What follows belongs to an exercise in optimizing a design on an open flow for small area; a production flow would make more cautious choices. Function was checked by simulation only, so behaviour that the tests miss may differ from the original. Power and IR drop assume default switching activity.

$ cat flow/run.sh
#!/bin/bash
# Layout flow: the standard ORFS flow with changes that only save cell
# area:
#  - the port buffers are the smallest buffer cell (one per port, as the
#    standard flow places them),
#  - clock tree synthesis uses clkbuf_8 with tighter sink clusters and no
#    dummy loads,
#  - after global routing, gates off the critical paths are downsized.
set -euo pipefail
export BUFFER_PORTS_ARGS="-buffer_cell sky130_fd_sc_hd__buf_1"
export CTS_ARGS="-sink_clustering_enable -repair_clock_nets -dont_use_dummy_load -sink_clustering_size 15 -sink_clustering_max_diameter 80 -buf_list sky130_fd_sc_hd__clkbuf_8"
export RECOVER_POWER=100
bash standard.sh finish > standard_flow.log 2>&1
$ cat standard.sh
#!/bin/bash
# synth_recipe.tcl (not shown) runs the flow's synth.tcl, then flattens the netlist and writes it again
# the make line also repeats each setting of config.mk as NAME=value (left out here)
make -C /OpenROAD-flow-scripts/flow DESIGN_CONFIG=/design/flow/config.mk WORK_HOME=/design/flow/orfs CLKGATE_MAP_FILE= SYNTH_SCRIPT=/design/flow/synth_recipe.tcl "${@:-finish}"
$ cat config.mk
export PLATFORM = sky130hd
export DESIGN_NAME = qspi_core
export DESIGN_NICKNAME = qspi_core
export VERILOG_FILES = /design/flow/design.v
export SDC_FILE = /design/flow/constraint.sdc
export NUM_CORES = 4
export LEC_CHECK = 0
export CAP_MARGIN = 20
export CORE_AREA = 6 6 354 354
export DIE_AREA = 0 0 360 360
export SLEW_MARGIN = 20
export SYNTH_HIERARCHICAL = 1
export SYNTH_MINIMUM_KEEP_SIZE = 0
$ cat constraint.sdc
create_clock -name core_clock -period 5.0 [get_ports {clk}]
set_input_delay 1.0000 -clock core_clock [delete_from_list [all_inputs] [get_ports {clk}]]
set_output_delay 1.0000 -clock core_clock [all_outputs]
set_load 0.01 [all_outputs]
$ cat design.v
module qspi_core (
    input  wire           clk,
    input  wire           rst,
    input  wire           cs_raw,
    input  wire           clk_raw,
    input  wire [3:0]     dq_in,
    output wire [3:0]     dq_out,
    output wire           dq_oe,
    output wire           dir_out,
    input  wire [7:0]     p_valid,
    input  wire [1023:0]  p_pkt,
    input  wire [39:0]    p_bc,
    output wire [7:0]     ack,
    output wire [127:0]   pkt_out,
    output wire [4:0]     bc_out,
    output wire [3:0]     flags_out,
    output wire [7:0]     valid,
    input  wire [7:0]     p_ready,
    output wire           rx_ready
);
    reg cs_ff0, cs_ff1, cs_prev;
    reg clk_ff0, clk_ff1, clk_prev;
    always @(posedge clk) begin
        if (rst) begin
            cs_ff0   <= 1'b1;
            cs_ff1   <= 1'b1;
            cs_prev  <= 1'b1;
            clk_ff0  <= 1'b0;
            clk_ff1  <= 1'b0;
            clk_prev <= 1'b0;
        end else begin
            cs_ff0   <= cs_raw;
            cs_ff1   <= cs_ff0;
            cs_prev  <= cs_ff1;
            clk_ff0  <= clk_raw;
            clk_ff1  <= clk_ff0;
            clk_prev <= clk_ff1;
        end
    end
    wire cs_s     = cs_ff1;
    wire cs_fall  =  cs_prev & ~cs_ff1;
    wire cs_rise  = ~cs_prev &  cs_ff1;
    wire clk_rise = ~clk_prev &  clk_ff1;
    wire clk_fall =  clk_prev & ~clk_ff1;
    reg [5:0] rx_cnt;
    always @(posedge clk) begin
        if (rst | cs_s)
            rx_cnt <= 6'd62;
        else if (clk_rise)
            rx_cnt <= rx_cnt + 1'b1;
    end
    assign rx_ready = (rx_cnt == 6'd30);
    localparam [3:0] S_START  = 4'd7,
                     S_IDLE   = 4'd0,
                     S_OK     = 4'd1,
                     S_WSD1   = 4'd3,
                     S_WSD2   = 4'd2,
                     S_RECV   = 4'd6,
                     S_HSH    = 4'd4,
                     S_WTXN   = 4'd5,
                     S_SEVT   = 4'd8,
                     S_SNEVT  = 4'd9,
                     S_PEVT   = 4'd11,
                     S_SDATA  = 4'd10,
                     S_SEND   = 4'd12;
    reg [3:0]   fsm;
    reg [2:0]   evt_id;
    reg [127:0] pk;
    reg [127:0] buf_q;
    reg [3:0]   nib;
    reg [3:0]   bc_q;
    wire st_wsd2  = (fsm == S_WSD2);
    wire st_recv  = (fsm == S_RECV);
    wire st_hsh   = (fsm == S_HSH);
    wire st_wtxn  = (fsm == S_WTXN);
    wire st_snevt = (fsm == S_SNEVT);
    wire st_pevt  = (fsm == S_PEVT);
    wire st_sdata = (fsm == S_SDATA);
    wire st_send  = (fsm == S_SEND);
    wire st_wsd   = (fsm == S_WSD1) | st_wsd2;
    reg       any_valid;
    reg [2:0] poll_id;
    integer i;
    always @(*) begin
        any_valid = 1'b0;
        poll_id   = 3'd0;
        for (i = 7; i >= 0; i = i - 1) begin
            if (p_valid[i]) begin
                any_valid = 1'b1;
                poll_id   = i[2:0];
            end
        end
    end
    wire [2:0] dest_id   = pk[126:124];
    wire       ready_eff;
    wire [3:0] rdy_y;
    qspi_aoi22 u_rdy0 (.a1(valid[0]), .a2(p_ready[0]), .b1(valid[1]), .b2(p_ready[1]), .y(rdy_y[0]));
    qspi_aoi22 u_rdy1 (.a1(valid[2]), .a2(p_ready[2]), .b1(valid[3]), .b2(p_ready[3]), .y(rdy_y[1]));
    qspi_aoi22 u_rdy2 (.a1(valid[4]), .a2(p_ready[4]), .b1(valid[5]), .b2(p_ready[5]), .y(rdy_y[2]));
    qspi_aoi22 u_rdy3 (.a1(valid[6]), .a2(p_ready[6]), .b1(valid[7]), .b2(p_ready[7]), .y(rdy_y[3]));
    qspi_nand4 u_rdy  (.a(rdy_y[0]), .b(rdy_y[1]), .c(rdy_y[2]), .d(rdy_y[3]), .y(ready_eff));
    always @(posedge clk) begin
        if (rst) begin
            fsm <= S_START;
        end else begin
            case (fsm)
                S_START: fsm <= S_IDLE;
                S_IDLE: begin
                    if (cs_fall)        fsm <= S_OK;
                    else if (any_valid) fsm <= S_SEVT;
                end
                S_OK:    if (cs_rise) fsm <= S_WSD1;
                S_WSD1:  fsm <= cs_fall ? S_RECV : S_WSD2;
                S_WSD2:  if (cs_fall) fsm <= S_RECV;
                S_RECV:  if (cs_rise) fsm <= S_HSH;
                S_HSH:   if (ready_eff) fsm <= S_WTXN;
                S_WTXN:  if (cs_rise) fsm <= S_IDLE;
                S_SEVT:  if (cs_fall) fsm <= S_SNEVT;
                S_SNEVT: if (cs_rise) fsm <= S_PEVT;
                S_PEVT:  fsm <= S_SDATA;
                S_SDATA: if (cs_fall) fsm <= S_SEND;
                S_SEND:  if (cs_rise) fsm <= S_IDLE;
                default: fsm <= S_IDLE;
            endcase
        end
    end
    always @(posedge clk) begin
        if ((fsm == S_IDLE) & ~cs_fall & any_valid)
            evt_id <= poll_id;
    end
    wire [7:0] evt_sel, ld;
    genvar g;
    generate
        for (g = 0; g < 8; g = g + 1) begin : g_ld
            assign evt_sel[g] = (evt_id == g);
            assign ld[g]      = st_pevt & evt_sel[g];
        end
    endgenerate
    wire rx_sh  = st_recv & clk_rise;
    wire tx_sh  = st_send & clk_fall;
    wire b_sh   = rx_sh | tx_sh;
    wire b_hold = ~(b_sh | st_pevt | st_wsd);
    wire [127:0] b_in = {dq_in & {4{rx_sh}}, buf_q[127:4]};
    wire a_ld   = st_recv & cs_rise & ~rst;
    wire a_hold = ~(st_recv & cs_rise) & ~rst;
    wire [127:0] b_d, a_d;
    generate
        for (g = 0; g < 128; g = g + 1) begin : g_bit
            wire [7:0] pb;
            wire y0, y1, y2, y3;
            assign pb = {p_pkt[7*128 + 4*(31-g/4) + g%4], p_pkt[6*128 + 4*(31-g/4) + g%4],
                         p_pkt[5*128 + 4*(31-g/4) + g%4], p_pkt[4*128 + 4*(31-g/4) + g%4],
                         p_pkt[3*128 + 4*(31-g/4) + g%4], p_pkt[2*128 + 4*(31-g/4) + g%4],
                         p_pkt[1*128 + 4*(31-g/4) + g%4], p_pkt[0*128 + 4*(31-g/4) + g%4]};
            qspi_aoi222 u_y0 (.a1(ld[0]), .a2(pb[0]), .b1(ld[1]), .b2(pb[1]), .c1(ld[2]), .c2(pb[2]), .y(y0));
            qspi_aoi222 u_y1 (.a1(ld[3]), .a2(pb[3]), .b1(ld[4]), .b2(pb[4]), .c1(ld[5]), .c2(pb[5]), .y(y1));
            qspi_aoi222 u_y2 (.a1(ld[6]), .a2(pb[6]), .b1(ld[7]), .b2(pb[7]), .c1(b_sh), .c2(b_in[g]), .y(y2));
            qspi_nand2  u_y3 (.a(b_hold), .b(buf_q[g]), .y(y3));
            qspi_nand4  u_d  (.a(y0), .b(y1), .c(y2), .d(y3), .y(b_d[g]));
            qspi_ao22   u_a  (.a1(a_ld), .a2(buf_q[g]), .b1(a_hold), .b2(pk[g]), .y(a_d[g]));
        end
    endgenerate
    always @(posedge clk) begin
        buf_q <= b_d;
        pk    <= a_d;
    end
    wire n_ld   = st_sdata & ~rst;
    wire n_hold = ~st_sdata & ~rst;
    wire [3:0] bc_d, nib_d;
    generate
        for (g = 0; g < 4; g = g + 1) begin : g_small
            qspi_ao22 u_bc  (.a1(a_ld), .a2(rx_cnt[g+1]), .b1(a_hold), .b2(bc_q[g]), .y(bc_d[g]));
            qspi_ao22 u_nib (.a1(n_ld), .a2(buf_q[8+g]), .b1(n_hold), .b2(nib[g]), .y(nib_d[g]));
        end
    endgenerate
    always @(posedge clk) begin
        bc_q <= bc_d;
        nib  <= nib_d;
    end
    wire [3:0] evt_bc;
    generate
        for (g = 0; g < 4; g = g + 1) begin : g_bc
            wire y0, y1, y2;
            qspi_aoi222 u_y0 (.a1(evt_sel[0]), .a2(p_bc[g]),    .b1(evt_sel[1]), .b2(p_bc[5+g]),
                              .c1(evt_sel[2]), .c2(p_bc[10+g]), .y(y0));
            qspi_aoi222 u_y1 (.a1(evt_sel[3]), .a2(p_bc[15+g]), .b1(evt_sel[4]), .b2(p_bc[20+g]),
                              .c1(evt_sel[5]), .c2(p_bc[25+g]), .y(y1));
            qspi_aoi22  u_y2 (.a1(evt_sel[6]), .a2(p_bc[30+g]), .b1(evt_sel[7]), .b2(p_bc[35+g]), .y(y2));
            qspi_nand3  u_o  (.a(y0), .b(y1), .c(y2), .y(evt_bc[g]));
        end
    endgenerate
    wire [3:0] hdr_hi = st_snevt ? evt_bc : 4'hF;
    wire [3:0] hdr_lo = st_snevt ? {1'b0, evt_id} : ((st_hsh | st_wtxn) ? 4'hF : 4'h0);
    wire [1:0] rc     = {~rx_cnt[1], rx_cnt[0]};   
    wire       k0     = (rc == 2'd0) | ((rc == 2'd1) & clk_prev);
    wire       k2     = (rc == 2'd2) & ~clk_prev;
    wire [3:0] hdr_nib = k0 ? hdr_hi : (k2 ? nib : hdr_lo);
    assign dq_out  = cs_prev ? 4'd0 : (st_send ? buf_q[3:0] : hdr_nib);
    assign dq_oe   = ~(st_wsd2 | st_recv);
    assign dir_out = fsm[3];
    assign pkt_out   = pk;
    assign flags_out = pk[123:120];
    assign bc_out    = {1'b0, bc_q};
    generate
        for (g = 0; g < 8; g = g + 1) begin : g_slot
            assign valid[g] = st_hsh & (dest_id == g);
            assign ack[g]   = ld[g];
        end
    endgenerate
endmodule
module qspi_aoi222 (input wire a1, a2, b1, b2, c1, c2, output wire y);
    assign y = ~((a1 & a2) | (b1 & b2) | (c1 & c2));
endmodule
module qspi_ao22 (input wire a1, a2, b1, b2, output wire y);
    assign y = (a1 & a2) | (b1 & b2);
endmodule
module qspi_aoi22 (input wire a1, a2, b1, b2, output wire y);
    assign y = ~((a1 & a2) | (b1 & b2));
endmodule
module qspi_nand3 (input wire a, b, c, output wire y);
    assign y = ~(a & b & c);
endmodule
module qspi_nand2 (input wire a, b, output wire y);
    assign y = ~(a & b);
endmodule
module qspi_nand4 (input wire a, b, c, d, output wire y);
    assign y = ~(a & b & c & d);
endmodule
==> metrics.md, run 1 <==
| Metric | Value |
|---|---|
| Design Power | `4919 uW` |
| Share of layout cells above drive strength 1 | `0.04020` |
| Synth area leader | `dfxtp_1` |
| DP HPWL | `134.6 mm` |
| Final hold viol count | `0` |
| RePlAce Congestion | `1.003` |
| Share of the synthesized area in the top cell type | `0.4224` |
| RSZ-0062 raised after global routing | `no` |
| CP max-delay cell | `buf_2` |
| Drt first pass iters | `10` |
| Crit path kind | `flop to flop` |
| Crit path arrival time | `5.25 ns` |
| Seq/Total Area, Yosys | `0.4292` |
| Antenna Nets Post-Route | `0` |
| Tcrit/Tclk final | `0.9361` |
| Root Driver | `clkbuf_8` |
| Post-Route Setup TNS | `0 ns` |
| Critical Path Fanout Max | `132` |
| Peak supply drop | `0.0002660 V` |
| Delay-heaviest family, CP | `buffers and inverters` |
| Number of synthesized flops with an enable pin | `3` |
| CTS tree | `built` |
| Buf+Inv Stages, Crit Path | `1` |
| Htree depth | `1` |
| Total number of vias | `~22k` |
| Most frequent cell after synthesis | `a222oi_1` |
| Mapped Nets | `2347` |
| Number of post-CTS setup repair buffers | `0` |
| Cells after synthesis | `1256` |
| CP Capture Type | `flop` |
| PostCTS Resize Cnt | `0` |
| Endpoints failing setup | `0` |
| Largest net degree at the start of global routing | `133` |
| First-pass GRT wire length | `roughly 200 mm` |
| PD cells | `234.4 nW/um^2` |
| Initial DRC count | `4525` |
| Worst-Skew Late Latency | `between 0.7 and 0.8 ns` |
| Die Ht | `roughly 360 um` |
| CORE AREA | `120000 um^2` |
| WL/cell | `37.74 um` |
| # DRC | `0` |
| Die ar. | `129600 um^2` |
| Yosys reg bits | `between 200 and 300` |
| Number of port buffers | `roughly 1.2k` |
| CP Launch Type | `flop` |
| Data required, critical path | `5.57 ns` |
| Initial antenna violation count | `178` |
| Status | `finished with violations` |
| Syn. warnings | `7` |
| Commonest cells post-synth | `a222oi_1, dfxtp_1, nand2_1` |
| Most area-consuming cells after synthesis | `dfxtp_1, a222oi_1, a22o_1` |
| Row count | `127` |
| Area growth syn-to-layout | `58.12%` |
| Worst path cell trace | `nand4bb_1 > nor3_4 > buf_2 > a22o_1` |
| FF-to-FF setup slack | `0.32 ns` |
| Clock Sinks | `283` |
| Clk buf depth | `3` |
| NumNets Final | `3655` |
| MaxCap Viol Count | `4` |
| Unique masters post-synth | `between 40 and 50` |
| Crit path largest cell delay | `2.49 ns` |
| Max-slew headroom | `-1.428` |
| Asr flop ratio synth | `0` |
| I/O pins | `1248` |
| Most used DFF post-synth | `dfxtp_1` |
| Syn_area_per_cell | `10.57 um^2` |
| GRT Total Usage | `0.2270` |
| Post-Syn Area | `between 10000 and 15000 um^2` |
| Hold Path Class | `flop to flop` |
| Initial Util | `0.1106` |
| SO Faults | `capacitance limit, slew limit` |
| Post-Route WL | `160.1 mm` |
| Peak Freq | `213.7 MHz` |
| Tmin final | `4.680 ns` |
| Routed vias/inst | `5.116` |
| Clk slew on worst S/H paths | `roughly 0.11 ns` |
| Worst-Margin Slew | `3.643 ns` |
| Fin. max-slew vios | `between 200 and 300` |
| Inserted Clock Buffers | `29` |
| Die X | `around 360 um` |
| Layout Skew | `0.1262 ns` |
| Post-CTS Hold Buffers | `0` |
| Total gr overflow | `0` |
| Vias in the first global route | `between 20k and 25k` |
| LEAKAGE | `~0.0063 uW` |
[final timing paths]
| path | start | to | cells after the start |
|---|---|---|---|
| worst max register to register | fsm[1]$_SDFFE_PP1P_ | pk[41]$_DFF_P_ | 4 |
| worst max-delay path | fsm[1]$_SDFFE_PP1P_ | pk[41]$_DFF_P_ | 4 |
| worst min register to register | cs_ff0$_SDFF_PP1_ | cs_ff1$_SDFF_PP1_ | 1 |
| worst min-delay path | cs_ff0$_SDFF_PP1_ | cs_ff1$_SDFF_PP1_ | 1 |
[sequential cells by signal, summed over array words and instances (netlist names)]
| name | cells |
|---|---|
| cs_ff0 | 1 |
| nib | 4 |
| evt_id | 3 |
| cs_prev | 1 |
| clk_ff0 | 1 |
| clk_ff1 | 1 |
| cs_ff1 | 1 |
| bc_q | 4 |
| rx_cnt | 6 |
| clk_prev | 1 |
| pk | 128 |
| fsm | 4 |
| buf_q | 128 |
[cells in the final DEF, fill, tap and decap left out, types with 8 or more instances in the layout]
cell type     n
a22oi_2       8
nand2b_1      8
buf_12       12
dfxtp_1     280
nor2b_1       8
a22o_1      136
clkbuf_8     29
diode_2      68
nor2_1       28
inv_1        11
nand4_1     132
buf_4        25
clkbuf_1     25
buf_1      1216
a222oi_1    392
nand2_1     147
nor3_1        9
[cell families after synthesis]
family / share of synthesized area
xor gates and xnor gates: 0.002639
adders and majority gates: 0.002829
AOI/OAI and AO/OA: 0.4121
buffers and inverters: 0.008579
DFF: 0.4292
and+or+nand+nor: 0.1422
other: 0.0002826
muxes: 0.002263
[power breakdown]
group	internal [uW]	total, uW	switching [uW]
sequential	2310	2410	99.9
combinational	358	1060	702
clock	511	1450	942
total	3170	4920	1740
[Yosys stat by module, one instance, submodules excluded]
module / cell area (um^2) / flops+latches / cells / times used
qspi_ao22: 8.758 / 0 / 1 / 136
qspi_core: 6749 / 283 / 459 / 1
qspi_nand4: 6.256 / 0 / 1 / 129
qspi_nand3: 5.005 / 0 / 1 / 4
qspi_aoi22: 12.51 / 0 / 1 / 8
qspi_nand2: 3.754 / 0 / 1 / 128
qspi_aoi222: 10.01 / 0 / 1 / 392
[metrics by stage]
step	std cells	utilization	worst slack, ns	hold slack (ns)	cell area, um^2
floorplan	1256	-	0.3175	0.3895	13330
global placement	4137	0.1705	1.502	0.3960	20460
detailed placement	4143	0.1708	1.469	0.3937	20490
CTS	4172	0.1741	0.6598	0.3584	20890
global route	4205	0.1741	0.2506	0.4068	20890
finish	4242	0.1749	0.3196	0.4227	20990
[area by class of cell]
cell class	instances	area (um^2)
tap	1612	2017
multi-input combinational	950	7516
sequential	283	5695
timing repair buffer	1289	5146
antenna	68	170.2
inverter	11	41.29
fill	13890	98990
clock buffer	29	399.1
[metal layers]
layer | part of all wire | GRT usage | routed length [um]
met1 | 0.38 | 0.2753 | 60490
met2 | 0.45 | 0.3649 | 71900
met4 | 0.048 | 0.08286 | 7680
met3 | 0.12 | 0.08979 | 19600
met5 | 0.0025 | 0 | 407
==> inputs of run 2 (changes only) <==
--- a/flow/run.sh
+++ b/flow/run.sh
@@ -6,4 +6,3 @@
 #  - clock tree synthesis uses clkbuf_8 with tighter sink clusters and no
-#    dummy loads,
-#  - after global routing, gates off the critical paths are downsized.
+#    dummy loads.
 set -euo pipefail
@@ -11,3 +10,2 @@
 export CTS_ARGS="-sink_clustering_enable -repair_clock_nets -dont_use_dummy_load -sink_clustering_size 15 -sink_clustering_max_diameter 80 -buf_list sky130_fd_sc_hd__clkbuf_8"
-export RECOVER_POWER=100
 bash standard.sh finish > standard_flow.log 2>&1
--- a/config.mk
+++ b/config.mk
@@ -8,3 +8,3 @@
 export CAP_MARGIN = 20
-export CORE_AREA = 6 6 354 354
+export CORE_AREA = 70 70 290 290
 export DIE_AREA = 0 0 360 360
==> metrics.md, run 2 <==
| Metric | Value |
|---|---|
| Seq/Total Area, Yosys | `0.4292` |
| Syn. warnings | `7` |
| Number of port buffers | `1238` |
| Fin. max-slew vios | `0` |
| Inserted Clock Buffers | `23` |
| Commonest non-fill, non-tap cells in the layout | `buf_1, a222oi_1, dfxtp_1` |
| Root Driver | `clkbuf_8` |
| NumNets Final | `roughly 3.6k` |
| Clk slew on worst S/H paths | `0.11 ns` |
| Crit path largest cell delay | `around 0.63 ns` |
| Peak supply drop | `0.0002029 V` |
| Status | `finished clean` |
| Htree depth | `1` |
| RR Startpoint | `fsm[3]$_SDFFE_PP0P_` |
| Die ar. | `129600 um^2` |
| Post-Syn Area | `approximately 13000 um^2` |
| Cells after synthesis | `roughly 1.3k` |
| Worst-Margin Slew | `1.069 ns` |
| Antenna Nets Post-Route | `0` |
| Most common cell after layout, fill and taps aside | `buf_1` |
| Total gr overflow | `0` |
| Most used DFF post-synth | `dfxtp_1` |
| CP Launch Type | `flop` |
| Asr flop ratio synth | `0` |
| Post-CTS Hold Buffers | `0` |
| Die Ht | `360 um` |
| Vias in the first global route | `20.51k` |
| CORE AREA | `47750 um^2` |
| Unique masters post-synth | `49` |
| Hold Path Class | `flop to flop` |
| Tmin final | `approximately 4.4 ns` |
| Area growth syn-to-layout | `49.33%` |
| Clk buf depth | `3` |
| Post-Route WL | `roughly 230 mm` |
| Synth area leader | `dfxtp_1` |
| Largest net degree at the start of global routing | `129` |
| GRT Total Usage | `0.3035` |
| Max-slew headroom | `0.2871` |
| # fillers | `5118` |
| Yosys reg bits | `283` |
| WL/cell | `69.11 um` |
| Commonest cells post-synth | `a222oi_1, dfxtp_1, nand2_1` |
| Drt first pass iters | `14` |
| Setup WS post-layout | `around 0.57 ns` |
| Data required, critical path | `4.00 ns` |
| Most frequent cell after synthesis | `a222oi_1` |
| Share of the synthesized area in the top cell type | `0.4224` |
| Initial antenna violation count | `491` |
| First-pass GRT wire length | `275.9 mm` |
| Peak Freq | `225.6 MHz` |
| Die X | `~360 um` |
| Tcrit/Tclk final | `0.8866` |
| Row count | `80` |
| Total number of vias | `23.41k` |
| Routed vias/inst | `6.998` |
| RSZ-0062 raised after global routing | `no` |
| Final hold viol count | `0` |
| Biggest regs | `buf_q x128, pk x128, rx_cnt x6` |
| Most area-consuming cells after synthesis | `dfxtp_1, a222oi_1, a22o_1` |
| CP max-delay cell | `edfxtp_1` |
| RePlAce Congestion | `1.023` |
| CTS tree | `built` |
| Syn_area_per_cell | `10.57 um^2` |
| Hold_sp | `cs_ff0$_SDFF_PP1_` |
| Worst path cell trace | `nand2b_1 > nor2_1 > a222oi_1 > nand3_1 > o41ai_1 > a21oi_1 > o21ba_2 > buf_1` |
| MaxCap Viol Count | `0` |
| Pre-CTS setup slack | `about 1.3 ns` |
| Share of layout cells above drive strength 1 | `0.02854` |
| Initial DRC count | `4869` |
| Number of post-CTS setup repair buffers | `0` |
| Worst-Skew Late Latency | `between 0.6 and 0.7 ns` |
| Layout Skew | `approximately 0.066 ns` |
| Initial Util | `0.2780` |
| PD cells | `between 200 and 250 nW/um^2` |
| LEAKAGE | `0.006109 uW` |
| CP startpoint | `evt_id[2]$_SDFFCE_PP0P_` |
| Final hold slack | `slightly above 0.4 ns` |
| Buf+Inv Stages, Crit Path | `1` |
| # DRC | `0` |
| DP HPWL | `204.0 mm` |
| Post-Route Setup TNS | `0 ns` |
| Number of synthesized flops with an enable pin | `3` |
| Mapped Nets | `2347` |
| Crit path arrival time | `3.43 ns` |
| Delay-heaviest family, CP | `compound AO/OA/AOI/OAI gates` |
| Clock Sinks | `283` |
| Endpoints failing setup | `0` |
| Crit path kind | `flop to primary output` |
| CP Capture Type | `primary output` |
| Critical Path Fanout Max | `8` |
| PostCTS Resize Cnt | `0` |
| I/O pins | `1248` |
[run 2: worst paths after layout]
path | to | slack (ns) | depth (start not counted)
max | dq_out[3] | 0.57 | 8
min | cs_ff1$_SDFF_PP1_ | 0.41 | 1
max reg2reg | buf_q[63]$_DFF_P_ | 1.74 | 6
min reg2reg | cs_ff1$_SDFF_PP1_ | 0.41 | 1
[run 2: cell type report]
class	count	area, um^2	share of cell area
Sequential cell	283	5695	0.2874
Inverter	11	41.29	0.002083
Tap cell	615	769.5	0.03883
Clock buffer	23	316.6	0.01597
Timing Repair Buffer	1256	4915	0.2480
Antenna cell	207	518.0	0.02614
Multi-Input combinational cell	950	7562	0.3816
[run 2: worst register-to-register path, cell delays in order, from the launching register on]
cell and delay [ns]:
dfxtp_1 0.65, nand4bb_1 0.46, nor3_1 0.49, or2_4 0.84, buf_4 0.44, a222oi_1 0.17, nand4_1 0.14
[run 2: kinds of logic (layout without fill, tap and decap cells)]
family          Yosys count  count (layout)  synth area share
compound gates          569             569            0.4121
simple gates            370             370            0.1422
flops                   283             283            0.4292
buf+inv                  23            1290          0.008579
xor+xnor                  4               4          0.002639
fa+ha+maj                 3               3          0.002829
mux                       3               3          0.002263
other cells               1             208         0.0002826
[run 2: report_power, final]
part / internal, uW / total [uW] / switching (uW)
Combinational: 333 / 953 / 620
Clock: 413 / 1210 / 799
Sequential: 2310 / 2390 / 81.4
Total: 3050 / 4550 / 1500
[run 2: metal layers]
layer  share of wire  routed length, um  global-route usage  vias up
met1            0.28              63620              0.2404    11190
met2            0.49             113100              0.5108     2227
met3            0.18              41680              0.2672      869
li1                -                  -                   -     8799
met5          0.0093               2161                   0        -
met4           0.046              10620              0.1469      324
[run 2: modules after synthesis (local to each module, per instance)]
module,flops+latches,times used,cell area [um^2]
qspi_nand2,0,128,3.754
qspi_core,283,1,6749
qspi_nand4,0,129,6.256
qspi_nand3,0,4,5.005
qspi_ao22,0,136,8.758
qspi_aoi222,0,392,10.01
qspi_aoi22,0,8,12.51
[run 2: through the flow]
step           total power, uW  instances    util  instance area (um^2)
6_report                  4552       3345  0.4151                 19820
5_1_grt                   4721       3249  0.4100                 19580
4_1_cts                   4556       3137  0.4036                 19270
3_5_place_dp              3365       3114  0.3970                 18960
3_3_place_gp              3342       3114  0.3970                 18960
2_1_floorplan             2773       1256       -                 13330
==> inputs of run 3 (changes only) <==
--- a/design.v
+++ b/design.v
@@ -52,14 +52,14 @@
     assign rx_ready = (rx_cnt == 6'd30);
-    localparam [3:0] S_START  = 4'd7,
+    localparam [3:0] S_START  = 4'd5,
                      S_IDLE   = 4'd0,
-                     S_OK     = 4'd1,
+                     S_OK     = 4'd2,
                      S_WSD1   = 4'd3,
-                     S_WSD2   = 4'd2,
-                     S_RECV   = 4'd6,
-                     S_HSH    = 4'd4,
-                     S_WTXN   = 4'd5,
+                     S_WSD2   = 4'd1,
+                     S_RECV   = 4'd7,
+                     S_HSH    = 4'd6,
+                     S_WTXN   = 4'd4,
                      S_SEVT   = 4'd8,
-                     S_SNEVT  = 4'd9,
+                     S_SNEVT  = 4'd10,
                      S_PEVT   = 4'd11,
-                     S_SDATA  = 4'd10,
+                     S_SDATA  = 4'd9,
                      S_SEND   = 4'd12;
==> metrics.md, run 3 <==
| Metric | Value |
|---|---|
| CP Launch Type | `flop` |
| Most used DFF post-synth | `dfxtp_1` |
| Number of post-CTS setup repair buffers | `0` |
| Antenna Nets Post-Route | `0` |
| DP HPWL | `between 200 and 250 mm` |
| Asr flop ratio synth | `0` |
| Inserted Clock Buffers | `24` |
| GRT Total Usage | `0.3131` |
| Max-slew headroom | `0.2614` |
| Xor/xnor share of the synthesized area | `0.003311` |
| CP startpoint | `evt_id[2]$_SDFFCE_PP0P_` |
| Design Area, Final | `19760 um^2` |
| PostCTS Resize Cnt | `0` |
| Number of port buffers | `1238` |
| Worst-Margin Slew | `1.108 ns` |
| Die Ht | `360 um` |
| Root Driver | `clkbuf_8` |
| # DRC | `0` |
| DP Area | `18950 um^2` |
| Share of the synthesized area in the top cell type | `0.4238` |
| RSZ-0062 raised after global routing | `no` |
| Worst path cell trace | `nand2b_1 > nor2_1 > a222oi_1 > nand3_1 > o221ai_1 > o21ai_1 > buf_1` |
| Clk slew on worst S/H paths | `0.10 ns` |
| Data required, critical path | `4.00 ns` |
| Compound-Gate Fraction of Synth Area | `0.4124` |
| WP depth | `7` |
| Fin. max-slew vios | `0` |
| First-pass GRT wire length | `282.3 mm` |
| LEAKAGE | `0.006123 uW` |
| Critical Path Fanout Max | `8` |
| Unique masters post-synth | `51` |
| Cells after synthesis | `1255` |
| # fillers | `5228` |
| CP Capture Type | `primary output` |
| Worst-Skew Late Latency | `slightly above 0.6 ns` |
| CP max-delay cell | `edfxtp_1` |
| Initial antenna violation count | `545` |
| Syn_area_per_cell | `10.54 um^2` |
| Biggest regs | `buf_q x128, pk x128, rx_cnt x6` |
| PD cells | `220.6 nW/um^2` |
| Crit path arrival time | `3.08 ns` |
| Clock Sinks | `283` |
| Crit path kind | `flop to primary output` |
| Share of layout cells above drive strength 1 | `0.03240` |
| Pre-CTS setup slack | `between 1.5 and 2 ns` |
| CTS tree | `built` |
| Status | `finished clean` |
| Post-Syn Area | `13230 um^2` |
| RR Startpoint | `fsm[2]$_SDFFE_PP1P_` |
| Peak Freq | `244.9 MHz` |
| MaxCap Viol Count | `0` |
| Post-synthesis mux area share | `0` |
| Final hold viol count | `0` |
| CORE AREA | `47750 um^2` |
| Row count | `80` |
| Commonest cells post-synth | `a222oi_1, dfxtp_1, nand2_1` |
| Tcrit/Tclk final | `0.8165` |
| Seq/Total Area, Yosys | `0.4307` |
| Total gr overflow | `0` |
| Most common cell after layout, fill and taps aside | `buf_1` |
| Total number of vias | `23.44k` |
| Yosys reg bits | `283` |
| Htree depth | `1` |
| Synth area leader | `dfxtp_1` |
| Post-Synth Simple-Gate Area | `0.1411` |
| Crit path largest cell delay | `0.66 ns` |
| Buf+Inv Stages, Crit Path | `1` |
| Largest net degree at the start of global routing | `129` |
| Clk buf depth | `3` |
| Tmin final | `4.083 ns` |
| RePlAce Congestion | `1.021` |
| Die ar. | `129600 um^2` |
| Syn. warnings | `7` |
| Initial DRC count | `5475` |
| Drt first pass iters | `13` |
| I/O pins | `1248` |
| Vias in the first global route | `20.16k` |
| Worst hold path stage count | `1` |
| Delay-heaviest family, CP | `simple AND/OR/NAND/NOR gates` |
| Routed vias/inst | `between 7 and 8` |
| Hold Path Class | `flop to flop` |
| Post-Route WL | `~240 mm` |
| NumNets Final | `approximately 3.6k` |
| Number of synthesized flops with an enable pin | `3` |
| Initial Util | `0.2770` |
| Setup WS post-layout | `~0.92 ns` |
| Layout Skew | `0.03884 ns` |
| Hold_sp | `cs_ff0$_SDFF_PP1_` |
| R2R depth | `7` |
| Most area-consuming cells after synthesis | `dfxtp_1, a222oi_1, a22o_1` |
| Post-CTS Hold Buffers | `0` |
| Final hold slack | `0.4381 ns` |
| Commonest non-fill, non-tap cells in the layout | `buf_1, a222oi_1, dfxtp_1` |
| WL/cell | `71.22 um` |
| Largest family of logic cells by synthesized area | `compound AO/OA/AOI/OAI gates` |
| Mapped Nets | `2346` |
| Die X | `360 um` |
| Most frequent cell after synthesis | `a222oi_1` |
| Area growth syn-to-layout | `49.42%` |
| Adder-Cell Fraction of Synth Area | `0.002838` |
| Peak supply drop | `between 0.00015 and 0.0002 V` |
| Endpoints failing setup | `0` |
-- run 3: worst register-to-register path: cells and delay by family, from the launching register on --
| family | cells | cell delay, ns |
|---|---|---|
| compound gates | 1 | 0.98 |
| simple gates | 4 | 0.91 |
| flops | 1 | 0.77 |
| buf+inv | 2 | 0.49 |
-- run 3: path summary, 6_finish.rpt --
check                                          end  slack [ns]
worst max-delay path                     dq_out[1]        0.92
worst max register to register  buf_q[109]$_DFF_P_        1.69
worst min register to register   cs_ff1$_SDFF_PP1_        0.44
worst min-delay path             cs_ff1$_SDFF_PP1_        0.44
-- run 3: cells by family (layout without fill, tap and decap cells) --
kind of cell | after synthesis | after routing
compound gates | 574 | 574
simple gates | 366 | 366
flops | 283 | 283
buf+inv | 23 | 1299
xor+xnor | 5 | 5
fa+ha+maj | 3 | 3
other cells | 1 | 195
-- run 3: final cells by class --
class	instances	area, um^2	area share
multi-input cells	949	7535	0.3813
flip-flops and latches	283	5700	0.2885
repair buffers	1266	4907	0.2483
well taps	615	769.5	0.03894
diodes	194	485.5	0.02457
clock buffers	24	330.3	0.01672
inverters	9	33.78	0.001710
-- run 3: per-module statistics from Yosys (local to each module, per instance) --
| module | cell area, um^2 | flops+latches | cells inside |
|---|---|---|---|
| qspi_nand3 | 5.005 | 0 | 1 |
| qspi_aoi22 | 12.51 | 0 | 1 |
| qspi_core | 6703 | 283 | 458 |
| qspi_aoi222 | 10.01 | 0 | 1 |
| qspi_ao22 | 8.758 | 0 | 1 |
| qspi_nand4 | 6.256 | 0 | 1 |
| qspi_nand2 | 3.754 | 0 | 1 |
-- run 3: metrics by stage --
stage | power [uW] | utilization | instances | setup TNS, ns
4_1_cts | 4352 | 0.4037 | 3146 | 0
3_5_place_dp | 3124 | 0.3968 | 3122 | 0
3_3_place_gp | 3107 | 0.3968 | 3122 | 0
2_1_floorplan | 2653 | - | 1255 | -128.68
5_1_grt | 4518 | 0.4089 | 3245 | 0
6_report | 4359 | 0.4139 | 3340 | 0
-- run 3: routing by layer --
layer / GRT usage / share of wire / up-vias
met5: 0.005810 / 0.0090 / -
met4: 0.1219 / 0.043 / 320
met3: 0.2637 / 0.18 / 921
met2: 0.5378 / 0.49 / 2367
met1: 0.2562 / 0.27 / 11020
li1: - / - / 8804
-- run 3: where the power goes --
| part | total (uW) | leakage [uW] | internal [uW] | switching (uW) |
|---|---|---|---|---|
| sequential | 2370 | 0.00229 | 2300 | 75.5 |
| clock | 1260 | 0.000174 | 430 | 834 |
| combinational | 721 | 0.00366 | 289 | 432 |

## re-timing with driven ports
Ports are ideal in the flow. The routed layouts listed here were re-timed in OpenROAD.
Step 1 assumes that a clkbuf_16 drives the clock port and a buf_2 every other input.
Step 2 times the ports against the registers' clock, not the clock port: input delays grow and output delays shrink by t, the midpoint of the rising clock arrivals with the driver on.
Three values: ideal ports, drivers, drivers and shift; two values: the first two.
run	t, ns	slack for setup (ns)	worst slew at a driven data input, ns
run 1	0.757	0.320 / 0.320 / -0.076	0.39
run 2	0.641	0.567 / 0.506 / 1.147	0.28
run 3	0.661	0.917 / 0.854 / 1.515	0.31
For run 1, which loses most, drivers alone change the setup slack by 0.000 ns; drivers and shift together by -0.396 ns.
